Background: an optimization exercise with open tools, aiming at small area, a short achievable clock period and few clock cycles. Do not read the settings as production practice.
Only simulation tests tie the RTL to the original design; equivalence was not proved.
Power is estimated from default activity; no workload was simulated.

job 6464:
Design tgui_blit, start of the top module:
module tgui_blit (
    input             clk,
    input             rst,
    input             cmd_valid,
    input      [7:0]  cmd_code,
    input      [7:0]  cmd_rop,
    input      [15:0] cmd_flags,
    input      [31:0] cmd_fg,
    input      [31:0] cmd_bg,
    input      [15:0] cmd_dst_x,
    input      [15:0] cmd_dst_y,
    input      [15:0] cmd_src_x,
    input      [15:0] cmd_src_y,
    input      [15:0] cmd_size_x,
    input      [15:0] cmd_size_y,
    input      [15:0] cmd_clip_left,
    input      [15:0] cmd_clip_top,
    input      [15:0] cmd_clip_right,
    input      [15:0] cmd_clip_bottom,
    input      [9:0]  cmd_rowoffset,
    input      [1:0]  cmd_bpp,
    input             pat_we,
    input      [5:0]  pat_addr,
    input      [7:0]  pat_data,
    output            busy,
    output            mem_req,
    output            mem_we,
    output     [19:0] mem_addr,
    output     [1:0]  mem_size,
    output     [31:0] mem_wdata,
    input             mem_ready,
    input             mem_rvalid,
    input      [31:0] mem_rdata
);
Size: ~8500 cells after synthesis, about 1300 flip-flops, ~380 I/O pins, roughly 74000 sq um of cells after synthesis.
export LEC_CHECK = 0
export ABC_AREA = 1
export CAP_MARGIN = 20
export CORE_MARGIN = 2
export CORE_UTILIZATION = 65
export PLACE_DENSITY = 0.8
export SETUP_SLACK_MARGIN = 5
export SLEW_MARGIN = 20
create_clock -name core_clock -period 12.0 [get_ports {clk}]
standard.sh (not shown) runs the stock make flow with config.mk's settings and CLKGATE_MAP_FILE= SYNTH_SCRIPT=/design/flow/synth_recipe.tcl, a recipe that flattens the netlist after the stock synthesis.
==> flow/flow/run.sh <==
#!/bin/bash
set -euo pipefail
bash standard.sh SETUP_SLACK_MARGIN=8 "BUFFER_PORTS_ARGS=-buffer_cell sky130_fd_sc_hd__buf_2" finish > layout_make.log 2>&1
Both conditions hold for job 6464: the flow ran to the end and the final layout passed the timing, DRC and antenna checks.
Testbench counts of job 6464, summed over its fixed seeds: cycles 298,733.
What job 9820 does differently from job 6464 at the input level:
- a change of CORE_UTILIZATION from 65 to 55
- a change of PLACE_DENSITY from 0.8 to 0.7
==> flow/flow/run.sh <==
#!/bin/bash
set -euo pipefail
bash standard.sh SETUP_SLACK_MARGIN=8 finish > layout_make.log 2>&1
## What came out
On sum of routed wire length over all layers, job 6464 loses to job 9820. Between job 6464 and job 9820, the final net count is higher for job 9820. Total clock network power delta (job 6464 -> job 9820): insignificant. Share of the clock period used by the worst path in job 9820 is 1.4 points lower than in job 6464. Taking job 6464 as the reference, in job 9820 sequential share of layout area dropped 1.4 points; critical path depth dropped 9. In the metrics for job 6464 and job 9820, the one carrying the lower fraction of power spent switching nets is job 9820. Diff job 6464 -> job 9820 | power after layout | increase of 0.43%.
Relative to job 9820, the following input files were edited for job 7649:
==> flow/flow/run.sh <==
#!/bin/bash
set -euo pipefail
bash standard.sh SETUP_SLACK_MARGIN=8 "BUFFER_PORTS_ARGS=-buffer_cell sky130_fd_sc_hd__buf_2" finish > layout_make.log 2>&1
==> run summary <==
Largest net degree at the start of global routing delta for job 7649 relative to job 9820: 63 higher
Relative to job 9820, job 7649 improves power of the clock network.
Across both runs, post-route minimum period was higher for job 7649 than for job 9820.
Routed wire in job 7649 totals less than in job 9820.
Compared with job 9820, job 7649 instantiates a smaller number of standard cells.
From job 9820 to job 7649 the numbers moved as follows: critical path depth now sits higher; worst hold slack now sits higher; final core utilization now sits lower; highest ir drop seen on vdd now sits higher; fraction of met3 tracks used by global routing now sits lower.
As of job 7649, via count had fallen slightly compared to job 9820.

* * *

## run 1
tgui_blit, a different RTL version from the one above (not shown whole).
Size in the first run: ~6100 cells after synthesis, ~72000 µm² of cells after synthesis.
## tgui_blit
module tgui_blit (
    input             clk,
    input             rst,
    input             cmd_valid,
    input      [7:0]  cmd_code,
    input      [7:0]  cmd_rop,
    input      [15:0] cmd_flags,
    input      [31:0] cmd_fg,
    input      [31:0] cmd_bg,
    input      [15:0] cmd_dst_x,
    input      [15:0] cmd_dst_y,
    input      [15:0] cmd_src_x,
    input      [15:0] cmd_src_y,
    input      [15:0] cmd_size_x,
    input      [15:0] cmd_size_y,
    input      [15:0] cmd_clip_left,
    input      [15:0] cmd_clip_top,
    input      [15:0] cmd_clip_right,
    input      [15:0] cmd_clip_bottom,
    input      [9:0]  cmd_rowoffset,
    input      [1:0]  cmd_bpp,
    input             pat_we,
    input      [5:0]  pat_addr,
    input      [7:0]  pat_data,
    output            busy,
    output            mem_req,
    output            mem_we,
    output     [19:0] mem_addr,
    output     [1:0]  mem_size,
    output     [31:0] mem_wdata,
    input             mem_ready,
    input             mem_rvalid,
    input      [31:0] mem_rdata
);
Settings: LEC_CHECK=0, CAP_MARGIN=20, CORE_MARGIN=2, CORE_UTILIZATION=55, PLACE_DENSITY=0.7, SETUP_SLACK_MARGIN=5, SLEW_MARGIN=20; clock period 12.0 ns.
==> flow/flow/run.sh <==
#!/bin/bash
set -euo pipefail
bash standard.sh SETUP_SLACK_MARGIN=8 finish > layout_make.log 2>&1
Testbench counts of run 1, summed over its fixed seeds: cycles 298,733.
For run 2, these inputs were changed with respect to run 1:
# run 1
export LEC_CHECK = 0
export CAP_MARGIN = 20
export CORE_MARGIN = 2
export CORE_UTILIZATION = 55
export PLACE_DENSITY = 0.7
export SETUP_SLACK_MARGIN = 5
export SLEW_MARGIN = 20
create_clock -name core_clock -period 12.0 [get_ports {clk}]
# run 2
export LEC_CHECK = 0
export ABC_AREA = 1
export CAP_MARGIN = 20
export CORE_MARGIN = 2
export CORE_UTILIZATION = 55
export GPL_TIMING_DRIVEN = 0
export PLACE_DENSITY = 0.7
export SETUP_SLACK_MARGIN = 5
export SLEW_MARGIN = 20
create_clock -name core_clock -period 12.0 [get_ports {clk}]
==> flow/flow/run.sh <==
#!/bin/bash
set -euo pipefail
bash standard.sh SETUP_SLACK_MARGIN=8 "BUFFER_PORTS_ARGS=-buffer_cell sky130_fd_sc_hd__buf_2" finish > layout_make.log 2>&1
==> run summary <==
In the metrics for run 1 and run 2, the one carrying the higher XOR/XNOR share of the synthesized area is run 1. Between run 1 and run 2, count of clock-buffer cells in the layout is lower for run 2, run 1 comes in above that. Run 1 ended up with fewer cell instances than run 2 did. Comparing die area for run 1 and run 2, the bigger number came from run 2. Run comparison: run 1 top power group combinational logic; run 2 top power group sequential cells. On number of rows created at floorplan: between run 1 and run 2, it ends up higher for run 2. Run 2: total power after layout 0.0012 W below run 1. Run 2 ended up with a lower number of CTS-inserted buffers than run 1 did. For run 1, the most common cell after layout, fill and taps aside was edfxtp_1, unlike run 2, where it was nand2_1.
The inputs of run 3 differ from those of run 2 as listed below.
# run 2
export LEC_CHECK = 0
export ABC_AREA = 1
export CAP_MARGIN = 20
export CORE_MARGIN = 2
export CORE_UTILIZATION = 55
export GPL_TIMING_DRIVEN = 0
export PLACE_DENSITY = 0.7
export SETUP_SLACK_MARGIN = 5
export SLEW_MARGIN = 20
create_clock -name core_clock -period 12.0 [get_ports {clk}]
# run 3
export LEC_CHECK = 0
export ABC_AREA = 1
export CAP_MARGIN = 20
export CORE_MARGIN = 2
export CORE_UTILIZATION = 55
export PLACE_DENSITY = 0.7
export SETUP_SLACK_MARGIN = 5
export SLEW_MARGIN = 20
export TNS_END_PERCENT = 0
create_clock -name core_clock -period 12.0 [get_ports {clk}]
==> flow/flow/run.sh <==
#!/bin/bash
set -euo pipefail
bash standard.sh SETUP_SLACK_MARGIN=8 finish > layout_make.log 2>&1
==> run summary <==
Run 3 | stages: all done | timing, DRC, antenna: all pass
From run 2 to run 3 the numbers moved as follows: layout buffer count excluding clock buffers shows a reduction of 370; synthesis-to-finish area growth shows a reduction of 0.68 points; remaining number of nets flagged by the antenna check after routing shows no meaningful change; wire length of the first global-routing pass shows a reduction of about 12%.
Summary — share of layout cells above drive strength 1, run 3 relative to run 2: lower, by 7.2 points.
On non-filler instance count after layout: between run 3 and run 2, it ends up higher for run 2.
Worst setup slack for register-to-register paths: run 3 and run 2 compared, higher one is run 3
Later-pin clock latency in the skew report for run 3 is lower than for run 2.
Sort run 3 and run 2 by worst hold slack, ascending, and run 3 comes first.
## Diff of input files: run 4 against run 3
# run 3
export LEC_CHECK = 0
export ABC_AREA = 1
export CAP_MARGIN = 20
export CORE_MARGIN = 2
export CORE_UTILIZATION = 55
export PLACE_DENSITY = 0.7
export SETUP_SLACK_MARGIN = 5
export SLEW_MARGIN = 20
export TNS_END_PERCENT = 0
create_clock -name core_clock -period 12.0 [get_ports {clk}]
# run 4
export LEC_CHECK = 0
export ABC_AREA = 1
export CAP_MARGIN = 20
export CORE_MARGIN = 2
export CORE_UTILIZATION = 55
export PLACE_DENSITY = 0.7
export SETUP_SLACK_MARGIN = 5
export SLEW_MARGIN = 20
create_clock -name core_clock -period 12.0 [get_ports {clk}]
==> flow/flow/run.sh <==
#!/bin/bash
set -euo pipefail
bash standard.sh SETUP_SLACK_MARGIN=8.5 "BUFFER_PORTS_ARGS=-buffer_cell sky130_fd_sc_hd__buf_2" finish > layout_make.log 2>&1
--- outcome ---
- Run 4: complete, dirty (capacitance limit, slew limit)
- When the final numbers for run 3 and run 4 were put side by side, the final core area utilization turned out to be greater in run 4.
- Run 4 ends up with higher pin slew with the least headroom to its limit than run 3 does.
- Run 3 reports its type of the worst setup path as in2reg while run 4 reports reg2reg.
- Of run 4 and run 3, it is run 4 that has the higher total power draw.
Edits applied to the flow inputs when going from run 4 to run 5:
==> flow/flow/run.sh <==
#!/bin/bash
set -euo pipefail
bash standard.sh SETUP_SLACK_MARGIN=8 "BUFFER_PORTS_ARGS=-buffer_cell sky130_fd_sc_hd__buf_2" finish > layout_make.log 2>&1
Results
No stage failed in run 5, and the final checks on the layout all came back clean. Pin slew with the least headroom to its limit, run 5 and run 4: lower on run 5. Detail-routed via count per cell for run 5 is lower than for run 4. Of run 5 and run 4, the run reporting the lower final critical-path share of the clock period was run 5. Comparing run 4 against run 5, there is no change at all in placement-stage cell area. Going from run 4 to run 5, final core utilization -5.3 points, setup slack moved up. Measured against each other, run 5 and run 4 differ in first-pass GRT wire length, the lower figure coming from run 5. Sequential power essentially unchanged between run 5 and run 4. For met3 routed wirelength, dividing the value from run 4 by the value from run 5 gives 1.19. Re post-route total power: run 4 was higher than run 5.

[what the ideal ports hide]
No port has a modelled driver above. Below, the same layouts with a new extraction and two added sets of constraints.
Step 1 assumes that a clkbuf_16 drives the clock port and a buf_2 every other input.
Step 2 times the ports against the registers' clock, not the clock port: input delays grow and output delays shrink by t, the midpoint of the rising clock arrivals with the driver on.
Slacks: no drivers / after step 1 / after step 2; pairs: no drivers / after step 1.
run | shift t [ns] | setup WS [ns] | clock arrival spread, ns | worst slew at a driven data input, ns | cell pins on the clock port's net
job 6464 | 0.846 | 7.579 / 7.579 / 6.909 | 0.054 / 0.054 | 0.20 | 1
job 9820 | 0.871 | 7.747 / 7.661 / 6.937 | 0.048 / 0.047 | 0.21 | 1
job 7649 | 0.859 | 7.638 / 7.679 / 6.819 | 0.043 / 0.043 | 0.18 | 1
run 1 | 0.869 | 7.388 / 7.388 / 6.990 | 0.054 / 0.053 | 0.11 | 1
run 2 | 0.871 | 7.670 / 7.580 / 7.072 | 0.081 / 0.081 | 0.14 | 1
run 3 | 0.851 | 7.570 / 7.618 / 6.774 | 0.047 / 0.047 | 0.16 | 1
run 4 | 0.891 | 7.580 / 7.580 / 7.152 | 0.058 / 0.057 | 0.16 | 1
run 5 | 0.879 | 7.825 / 7.746 / 7.147 | 0.053 / 0.053 | 0.17 | 1
The setup slack of job 7649, which loses most, moves by +0.041 ns with the drivers and by -0.819 ns with both steps.
